Context: an optimization exercise on an open-source flow, tuned for small area, a short achievable clock period and few clock cycles. The choices shown serve that exercise and are no tape-out recipe.
No functional check of the RTL was part of this run.
No activity file was given, so power comes from the tool's default toggle rates.

File: flow/design.v
module pif_fadd (
    input  wire [31:0] a,
    input  wire [31:0] b,
    input  wire        sub,
    output reg  [31:0] y
);
    wire        sa = a[31];
    wire        sb = b[31] ^ sub;
    wire [7:0]  ea = a[30:23];
    wire [7:0]  eb = b[30:23];
    wire [22:0] fa = a[22:0];
    wire [22:0] fb = b[22:0];
    wire a_nan = (ea == 8'hFF) && (fa != 0);
    wire b_nan = (eb == 8'hFF) && (fb != 0);
    wire a_inf = (ea == 8'hFF) && (fa == 0);
    wire b_inf = (eb == 8'hFF) && (fb == 0);
    wire        swap = (b[30:0] > a[30:0]);
    wire        s_big   = swap ? sb : sa;
    wire [7:0]  e_big   = swap ? eb : ea;
    wire [7:0]  e_small = swap ? ea : eb;
    wire [22:0] f_big   = swap ? fb : fa;
    wire [22:0] f_small = swap ? fa : fb;
    wire [7:0]  e_big_eff   = (e_big == 0) ? 8'd1 : e_big;
    wire [7:0]  e_small_eff = (e_small == 0) ? 8'd1 : e_small;
    wire [23:0] m_big   = {e_big != 0, f_big};
    wire [23:0] m_small = {e_small != 0, f_small};
    wire [7:0] diff = e_big_eff - e_small_eff;
    reg [26:0] m_small_al;
    reg [49:0] shifted;
    always @(*) begin
        shifted = {m_small, 26'd0} >> diff;
        if (diff >= 8'd27)
            m_small_al = {26'd0, |m_small};
        else
            m_small_al = {shifted[49:24], |shifted[23:0]};
    end
    wire        eff_sub = sa ^ sb;
    wire [27:0] sum = eff_sub ? ({1'b0, m_big, 3'b000} - {1'b0, m_small_al})
                              : ({1'b0, m_big, 3'b000} + {1'b0, m_small_al});
    reg [4:0] lz;
    integer i;
    always @(*) begin
        lz = 5'd28;
        for (i = 0; i < 28; i = i + 1)
            if (sum[i]) lz = 27 - i;
    end
    reg [26:0] norm;
    reg [8:0]  e_res;
    reg [4:0]  shl;
    always @(*) begin
        shl = 0;
        if (sum[27]) begin
            norm  = {sum[27:2], sum[1] | sum[0]};
            e_res = {1'b0, e_big_eff} + 9'd1;
        end else begin
            if ({4'd0, lz - 5'd1} > {1'b0, e_big_eff - 8'd1})
                shl = e_big_eff[4:0] - 5'd1;
            else
                shl = lz - 5'd1;
            norm  = sum[26:0] << shl;
            e_res = norm[26] ? ({1'b0, e_big_eff} - {4'd0, shl}) : 9'd0;
        end
    end
    wire        rnd = norm[2] & (norm[1] | norm[0] | norm[3]);
    wire [30:0] mag = {e_res[7:0], norm[25:3]} + {30'd0, rnd};
    always @(*) begin
        if (a_nan || b_nan || (a_inf && b_inf && eff_sub))
            y = 32'h7FC00000;
        else if (a_inf)
            y = {sa, 8'hFF, 23'd0};
        else if (b_inf)
            y = {sb, 8'hFF, 23'd0};
        else if (sum == 0)
            y = {sa & sb, 31'd0};
        else if (e_res >= 9'd255)
            y = {s_big, 8'hFF, 23'd0};
        else
            y = {s_big, mag};
    end
endmodule
module pif_fmul (
    input  wire [31:0] a,
    input  wire [31:0] b,
    output reg  [31:0] y
);
    wire        s  = a[31] ^ b[31];
    wire [7:0]  ea = a[30:23];
    wire [7:0]  eb = b[30:23];
    wire [22:0] fa = a[22:0];
    wire [22:0] fb = b[22:0];
    wire a_nan  = (ea == 8'hFF) && (fa != 0);
    wire b_nan  = (eb == 8'hFF) && (fb != 0);
    wire a_inf  = (ea == 8'hFF) && (fa == 0);
    wire b_inf  = (eb == 8'hFF) && (fb == 0);
    wire a_zero = (a[30:0] == 0);
    wire b_zero = (b[30:0] == 0);
    wire [23:0] ma = {ea != 0, fa};
    wire [23:0] mb = {eb != 0, fb};
    wire [9:0]  ea_eff = (ea == 0) ? 10'd1 : {2'b00, ea};
    wire [9:0]  eb_eff = (eb == 0) ? 10'd1 : {2'b00, eb};
    wire [47:0] p = ma * mb;
    reg [5:0] lz;
    integer i;
    always @(*) begin
        lz = 6'd48;
        for (i = 0; i < 48; i = i + 1)
            if (p[i]) lz = 47 - i;
    end
    wire [47:0] pn = p << lz;
    wire signed [11:0] e_n = $signed({2'b00, ea_eff}) + $signed({2'b00, eb_eff})
                           - $signed({6'd0, lz}) - 12'sd126;
    reg [95:0] wide;
    reg [7:0]  e_field;
    reg [11:0] rsh;
    always @(*) begin
        rsh = 12'd1 - e_n;
        if (e_n >= 12'sd1) begin
            wide    = {pn, 48'd0};
            e_field = e_n[7:0];
        end else begin
            wide    = (rsh > 12'd50) ? {48'd0, 47'd0, |pn} : ({pn, 48'd0} >> rsh[5:0]);
            e_field = 8'd0;
        end
    end
    wire [23:0] m_keep = wide[95:72];
    wire        g      = wide[71];
    wire        st     = |wide[70:0];
    wire        rnd    = g & (st | m_keep[0]);
    wire [30:0] mag = {e_field, m_keep[22:0]} + {30'd0, rnd};
    always @(*) begin
        if (a_nan || b_nan || (a_inf && b_zero) || (b_inf && a_zero))
            y = 32'h7FC00000;
        else if (a_inf || b_inf)
            y = {s, 8'hFF, 23'd0};
        else if (a_zero || b_zero)
            y = {s, 31'd0};
        else if (e_n >= 12'sd255)
            y = {s, 8'hFF, 23'd0};
        else
            y = {s, mag};
    end
endmodule
module pif_fft (
    input  wire        clk,
    input  wire        rst,
    input  wire        start,
    input  wire [3:0]  log2n,       
    output wire        ready,
    output reg         done,
    output reg         fault,       
    output reg         cb_rd_en,
    output reg  [11:0] cb_rd_addr,
    input  wire [63:0] cb_rd_data,
    output reg         cb_wr_en,
    output reg  [11:0] cb_wr_addr,
    output reg  [63:0] cb_wr_data,
    output reg         tw_rd_en,
    output reg  [10:0] tw_rd_addr,
    input  wire [63:0] tw_rd_data
);
    localparam [3:0] S_IDLE = 4'd0,
                     S_RDA  = 4'd1,    
                     S_RDB  = 4'd2,    
                     S_CAPA = 4'd3,    
                     S_CAPB = 4'd4,    
                     S_CALC = 4'd5,    
                     S_WR1  = 4'd6;    
    reg [3:0]  state;
    reg [3:0]  order;
    reg [3:0]  stage;
    reg [10:0] bf;           
    reg [3:0]  step;
    reg [31:0] a_re, a_im, b_re, b_im, w_re, w_im;
    reg [31:0] p1, p2, p3, p4, m_re, m_im;
    reg [31:0] y2_re, y2_im, y1_re, y1_im;
    assign ready = (state == S_IDLE);
    wire [11:0] half_mask = (12'd1 << stage) - 12'd1;
    wire [11:0] bf_ext    = {1'b0, bf};
    wire [11:0] i1        = ((bf_ext & ~half_mask) << 1) | (bf_ext & half_mask);
    wire [11:0] i2        = i1 | (12'd1 << stage);
    wire [11:0] pair      = bf_ext & half_mask;
    wire [11:0] tw_idx    = pair << (order - stage - 4'd1);
    wire [10:0] last_bf   = (11'd1 << (order - 4'd1)) - 11'd1;
    reg  [31:0] add_a, add_b, mul_a, mul_b;
    reg         add_sub;
    wire [31:0] add_y, mul_y;
    pif_fadd u_fadd (.a(add_a), .b(add_b), .sub(add_sub), .y(add_y));
    pif_fmul u_fmul (.a(mul_a), .b(mul_b), .y(mul_y));
    always @(*) begin
        add_a = 32'd0; add_b = 32'd0; add_sub = 1'b0;
        mul_a = 32'd0; mul_b = 32'd0;
        case (step)
            4'd0: begin mul_a = w_re; mul_b = b_re; end
            4'd1: begin mul_a = w_im; mul_b = b_im; end
            4'd2: begin mul_a = w_re; mul_b = b_im; end
            4'd3: begin mul_a = w_im; mul_b = b_re; end
            4'd4: begin add_a = p1;   add_b = p2;   add_sub = 1'b1; end
            4'd5: begin add_a = p3;   add_b = p4;   end
            4'd6: begin add_a = a_re; add_b = m_re; add_sub = 1'b1; end
            4'd7: begin add_a = a_im; add_b = m_im; add_sub = 1'b1; end
            4'd8: begin add_a = a_re; add_b = m_re; end
            default: begin add_a = a_im; add_b = m_im; end
        endcase
    end
    always @(posedge clk) begin
        if (rst) begin
            state    <= S_IDLE;
            done     <= 1'b0;
            fault    <= 1'b0;
            cb_rd_en <= 1'b0;
            cb_wr_en <= 1'b0;
            tw_rd_en <= 1'b0;
        end else begin
            done     <= 1'b0;
            cb_rd_en <= 1'b0;
            cb_wr_en <= 1'b0;
            tw_rd_en <= 1'b0;
            case (state)
                S_IDLE: begin
                    if (start) begin
                        order <= log2n;
                        stage <= 4'd0;
                        bf    <= 11'd0;
                        if (log2n > 4'd12) begin
                            done  <= 1'b1;
                            fault <= 1'b1;
                        end else if (log2n == 4'd0) begin
                            done  <= 1'b1;
                            fault <= 1'b0;
                        end else begin
                            fault <= 1'b0;
                            state <= S_RDA;
                        end
                    end
                end
                S_RDA: begin
                    cb_rd_en   <= 1'b1;
                    cb_rd_addr <= i1;
                    tw_rd_en   <= 1'b1;
                    tw_rd_addr <= tw_idx[10:0];
                    state      <= S_RDB;
                end
                S_RDB: begin
                    cb_rd_en   <= 1'b1;
                    cb_rd_addr <= i2;
                    state      <= S_CAPA;
                end
                S_CAPA: begin
                    a_re  <= cb_rd_data[31:0];
                    a_im  <= cb_rd_data[63:32];
                    w_re  <= tw_rd_data[31:0];
                    w_im  <= tw_rd_data[63:32];
                    state <= S_CAPB;
                end
                S_CAPB: begin
                    b_re  <= cb_rd_data[31:0];
                    b_im  <= cb_rd_data[63:32];
                    step  <= 4'd0;
                    state <= S_CALC;
                end
                S_CALC: begin
                    step <= step + 4'd1;
                    case (step)
                        4'd0: p1    <= mul_y;
                        4'd1: p2    <= mul_y;
                        4'd2: p3    <= mul_y;
                        4'd3: p4    <= mul_y;
                        4'd4: m_re  <= add_y;
                        4'd5: m_im  <= add_y;
                        4'd6: y2_re <= add_y;
                        4'd7: y2_im <= add_y;
                        4'd8: y1_re <= add_y;
                        default: begin
                            cb_wr_en   <= 1'b1;
                            cb_wr_addr <= i2;
                            cb_wr_data <= {y2_im, y2_re};
                            y1_im      <= add_y;
                            state      <= S_WR1;
                        end
                    endcase
                end
                S_WR1: begin
                    cb_wr_en   <= 1'b1;
                    cb_wr_addr <= i1;
                    cb_wr_data <= {y1_im, y1_re};
                    if (bf == last_bf) begin
                        bf <= 11'd0;
                        if (stage == order - 4'd1) begin
                            done  <= 1'b1;
                            state <= S_IDLE;
                        end else begin
                            stage <= stage + 4'd1;
                            state <= S_RDA;
                        end
                    end else begin
                        bf    <= bf + 11'd1;
                        state <= S_RDA;
                    end
                end
                default: state <= S_IDLE;
            endcase
        end
    end
endmodule
File: flow/run.sh
#!/bin/bash
# synth_recipe.tcl (not shown) runs the flow's synth.tcl, then flattens the netlist and writes it again
# the make line also repeats each setting of config.mk as NAME=value (left out here)
make -C /OpenROAD-flow-scripts/flow DESIGN_CONFIG=/design/flow/config.mk WORK_HOME=/design/flow/orfs CLKGATE_MAP_FILE= SYNTH_SCRIPT=/design/flow/synth_recipe.tcl finish
File: flow/config.mk
export PLATFORM = sky130hd
export DESIGN_NAME = pif_fft
export DESIGN_NICKNAME = pif_fft
export VERILOG_FILES = /design/flow/design.v
export SDC_FILE = /design/flow/constraint.sdc
export NUM_CORES = 4
export LEC_CHECK = 0
export CAP_MARGIN = 20
export CORE_MARGIN = 2
export CORE_UTILIZATION = 40
export SLEW_MARGIN = 20
File: flow/constraint.sdc
create_clock -name core_clock -period 22.0 [get_ports {clk}]
set_input_delay 4.4000 -clock core_clock [delete_from_list [all_inputs] [get_ports {clk}]]
set_output_delay 4.4000 -clock core_clock [all_outputs]
set_load 0.01 [all_outputs]
==> run notes <==
state kept, by name, indices dropped and copies added, names as in the netlist, 11 cells and up:
signal      flops
cb_wr_data     64
a_im           32
a_re           32
b_im           32
b_re           32
m_im           32
m_re           32
p1             32
p2             32
p3             32
p4             32
w_im           32
w_re           32
y1_im          32
y1_re          32
y2_im          32
y2_re          32
cb_rd_addr     12
cb_wr_addr     12
bf             11
tw_rd_addr     11
per-stage QoR:
step / instances / power (mW) / setup WS, ps / utilization (%)
global route: 9852 / 7.02 / 467 / 45.5
detailed placement: 9721 / 5.40 / 1880 / 44.0
finish: 9855 / 6.76 / 1510 / 45.5
global placement: 9719 / 5.41 / 1270 / 44.0
CTS: 9850 / 6.63 / 1770 / 45.4
floorplan: 7399 / 3.89 / 3330 / -
final cells by class:
type                       instances  share of cell area (%)
multi-input combinational       5656                    57.7
sequential                       642                    25.5
timing repair buffer             561                    6.51
tap                             2189                    3.64
inverter                         675                    3.38
clock buffer                      78                    2.43
clock inverter                    51                   0.751
antenna                            3                 0.00999
where the power goes:
group / switching, mW / leakage, nW / internal, mW
clock network: 0.543 / 1.15 / 0.675
logic: 2.70 / 21.6 / 1.33
registers: 0.0187 / 5.83 / 1.49
cell usage in the layout (no fill, tap or decap), types with 33 or more instances in the layout:
cell,instances
nor4_1,66
mux2_2,50
o21ai_0,264
o21a_1,37
nand3_1,192
nor2b_1,37
a31oi_1,95
nand2_1,737
mux2i_1,119
fa_1,488
a211oi_1,71
buf_4,315
and2_1,61
o31ai_1,48
a22oi_1,96
mux4_2,33
clkdlybuf4s50_1,239
inv_1,662
a211o_1,33
and3_1,65
a22o_1,87
a21o_1,74
or2_2,42
nand4_1,98
o22ai_1,44
a221o_1,37
o21bai_1,37
nor3_1,154
or3_1,46
edfxtp_1,634
nor2_1,945
ha_1,315
xor2_1,60
xnor2_1,105
nand2b_1,54
o211ai_1,101
clkbuf_16,72
a21oi_1,319
worst max-delay path by stage:
stage | to | slack [ps] | cells after the start
6_report | p4[22]$_DFFE_PP_ | 1510 | 57
5_1_grt | m_im[20]$_DFFE_PP_ | 470 | 76
4_1_cts | p2[22]$_DFFE_PP_ | 1770 | 57
3_5_place_dp | p2[22]$_DFFE_PP_ | 1880 | 57
3_3_place_gp | p4[22]$_DFFE_PP_ | 1270 | 55
2_1_floorplan | m_im[10]$_DFFE_PP_ | 3330 | 92
logic make-up after synthesis:
kind of cell	count (synthesis)	share of synthesized area, %
fa+ha+maj	811	20.7
buf+inv	1101	6.39
flops	642	28.8
compound gates	1817	19.5
mux	206	3.84
simple gates	2653	18.4
xor+xnor	169	2.22
worst max-delay path, delay by kind of cell (launching register included):
kind / cells / cell delay [ps]
AOI/OAI and AO/OA: 16 / 5290
buffers and inverters: 13 / 3260
and+or+nand+nor: 12 / 4020
xor gates and xnor gates: 4 / 1830
DFF: 1 / 440
adders and majority gates: 12 / 5160
layer usage:
| metal | part of all wire (%) | routed length, um | GRT usage [%] |
|---|---|---|---|
| met3 | 10 | 29400 | 7.32 |
| met5 | 0.028 | 79 | 0 |
| met4 | 4.7 | 13300 | 13.5 |
| met2 | 42 | 118000 | 47.3 |
| met1 | 43 | 119000 | 46.0 |
==> run_results.csv <==
group,metric,value,unit
run_status,run_status,"no timing/DRC/antenna violations",
finish,nNetsFinal,8551,
pwr,irDropWorstVdd,0.149,mV
placed_design,hpwlAfterDp,217,mm
die,fp-row-count,149,
synth,syn_inst,7399,
placed_design,postPlaceCellArea,72700,um^2
worst_setup_path,cp-end-kind,"flip-flop",
synth,synthFlopType,"edfxtp_1",
die,die_area,170000,um^2
global_routing,antenna_found_initial,9,
cts,cts_resized,0,
cts,insertion_delay,710,ps
die,dieHeight,412,um
timing,setup_viol,0,
die,coreArea,165000,um^2
placed_design,gp_congestion,1.08,
synth,yosys.cell_count.top_type,"nor2_1",
worst_setup_path,cp-startpoint,"step[1]$_SDFFCE_PN0P_",
synth,ys_seq_area_share,28.8,%
worst_setup_path,crit_top_cell,"fa_1",
finish,area_delta_synth_final,12.9,%
drt,detail_route.drc_violations,0,
worst_setup_path,cp-start-kind,"flip-flop",
synth,synth_seq_cells,642,
drt,avgViaCountPerCell,6.32,
timing,slew_headroom,20.5,%
global_routing,first_global_vias,60000,
cts,hold_buffers,0,
drt,drt-total-wl,280,mm
drt,ant_nets,0,
drt,drt_iter0_drc,7923,
worst_setup_path,cp_max_fo,59,
worst_setup_path,rr_startpoint,"step[1]$_SDFFCE_PN0P_",
synth,synth_area,66600,um^2
worst_hold_path,min_from,"fault$_SDFFE_PP0P_",
worst_setup_path,crit_slowest_cell,"nor2_1",
drt,dr.pass1.iters,8,
finish,multi_input_area,43400,um^2
synth,synth_nets,8342,
worst_setup_path,crit_required,22380,ps
drt,wire_per_inst,28.4,um
worst_setup_path,rrSetupSlack,1510,ps
finish,drive_gt1_share,9.00,%
drt,vias,62300,
timing,tightestPinTransition,1180,ps
cts,cts_tree,"yes",
global_routing,grt_max_degree,129,
timing,finalCritPeriodShare,93.1,%
cts,cts.path.max_buffers,3,
synth,yosysWarnings,3,
worst_setup_path,critPathArrivalTime,20870,ps
timing,clock_skew,70.3,ps
worst_hold_path,hold_depth,2,
cts,cts_buffers,72,
synth,yosys-top-cells-area,"edfxtp_1 29%, fa_1 15%, ha_1 6.0%",
worst_setup_path,reg2reg_to,"p4[22]$_DFFE_PP_",
timing,fin_setup_tns,0,ps
synth,synth_edf_count,634,
synth,synth_top_area_share,28.6,%
cts,cts.sinks,642,
finish,fin_area,75100,um^2
synth,avgSynthCellArea,9.00,um^2
global_routing,grt_pass1_wl,409,mm
timing,fmax,0.0488,GHz
pwr,power.density,90.0,nW/um^2
cts,post-cts-setup-buffers,0,
job,cap_violations,0,
worst_setup_path,max_stage_delay,840,ps
worst_setup_path,criticalPathCategory,"flip-flop to flip-flop",
die,start_util,40.3,%
cts,cts.clk_slew.worst_paths,60,ps
timing,worst_hold_slack,456,ps
global_routing,grtUsageTotal,32.4,%
synth,yosys.area.top_type,"edfxtp_1",
synth,synth.distinct_cells,116,
timing,drv_slew,0,
cts,cts-root-buf,"clkbuf_16",
timing,rsz0062_at_grt,"false",
synth,synth_common_cells,"949 x nor2_1, 738 x nand2_1, 662 x inv_1, 634 x edfxtp_1, 488 x fa_1",
synth,ys_async_sr_fraction,0,%
die,die_width,412,um
worst_setup_path,reg2regPathDepth,57,
global_routing,gr-total-overflow,0,
timing,finalHoldViolCount,0,
cts,htreeDepth,3,
die,io_pins,240,
placed_design,portBuffers,239,
worst_hold_path,min_path_type,"flip-flop to flip-flop",
worst_hold_path,hold_path_end,"fault$_SDFFE_PP0P_",
finish,nFillCells,16100,
finish,final-seq-area,19200,um^2
pwr,p_leak,28.6,nW
timing,period_minus_slack,20490,ps

==> port drivers added, routing unchanged <==
In the flow no input, the clock included, has a driving cell. The finished layout below was timed again as built, in two steps.
Step 1, drivers: a clkbuf_16 drives clk and a buf_2 each remaining input, both assumed.
Step 2 moves the port delays by t, midway between the first and last clock arrival at a register: inputs arrive t later, outputs are due t later. That takes back most of the time a late clock gives input paths.
Slacks: ideal / step 1 / step 2; pairs: ideal / step 1.
shift t [ns]: 0.738
setup WS [ns]: 1.511 / 1.511 / 1.511
slew at the worst register clock pin (ns): 0.08 / 0.08
After both steps setup and hold are still met in this run. For this run, drivers alone change the setup slack by 0.000 ns; drivers and shift together by 0.000 ns.
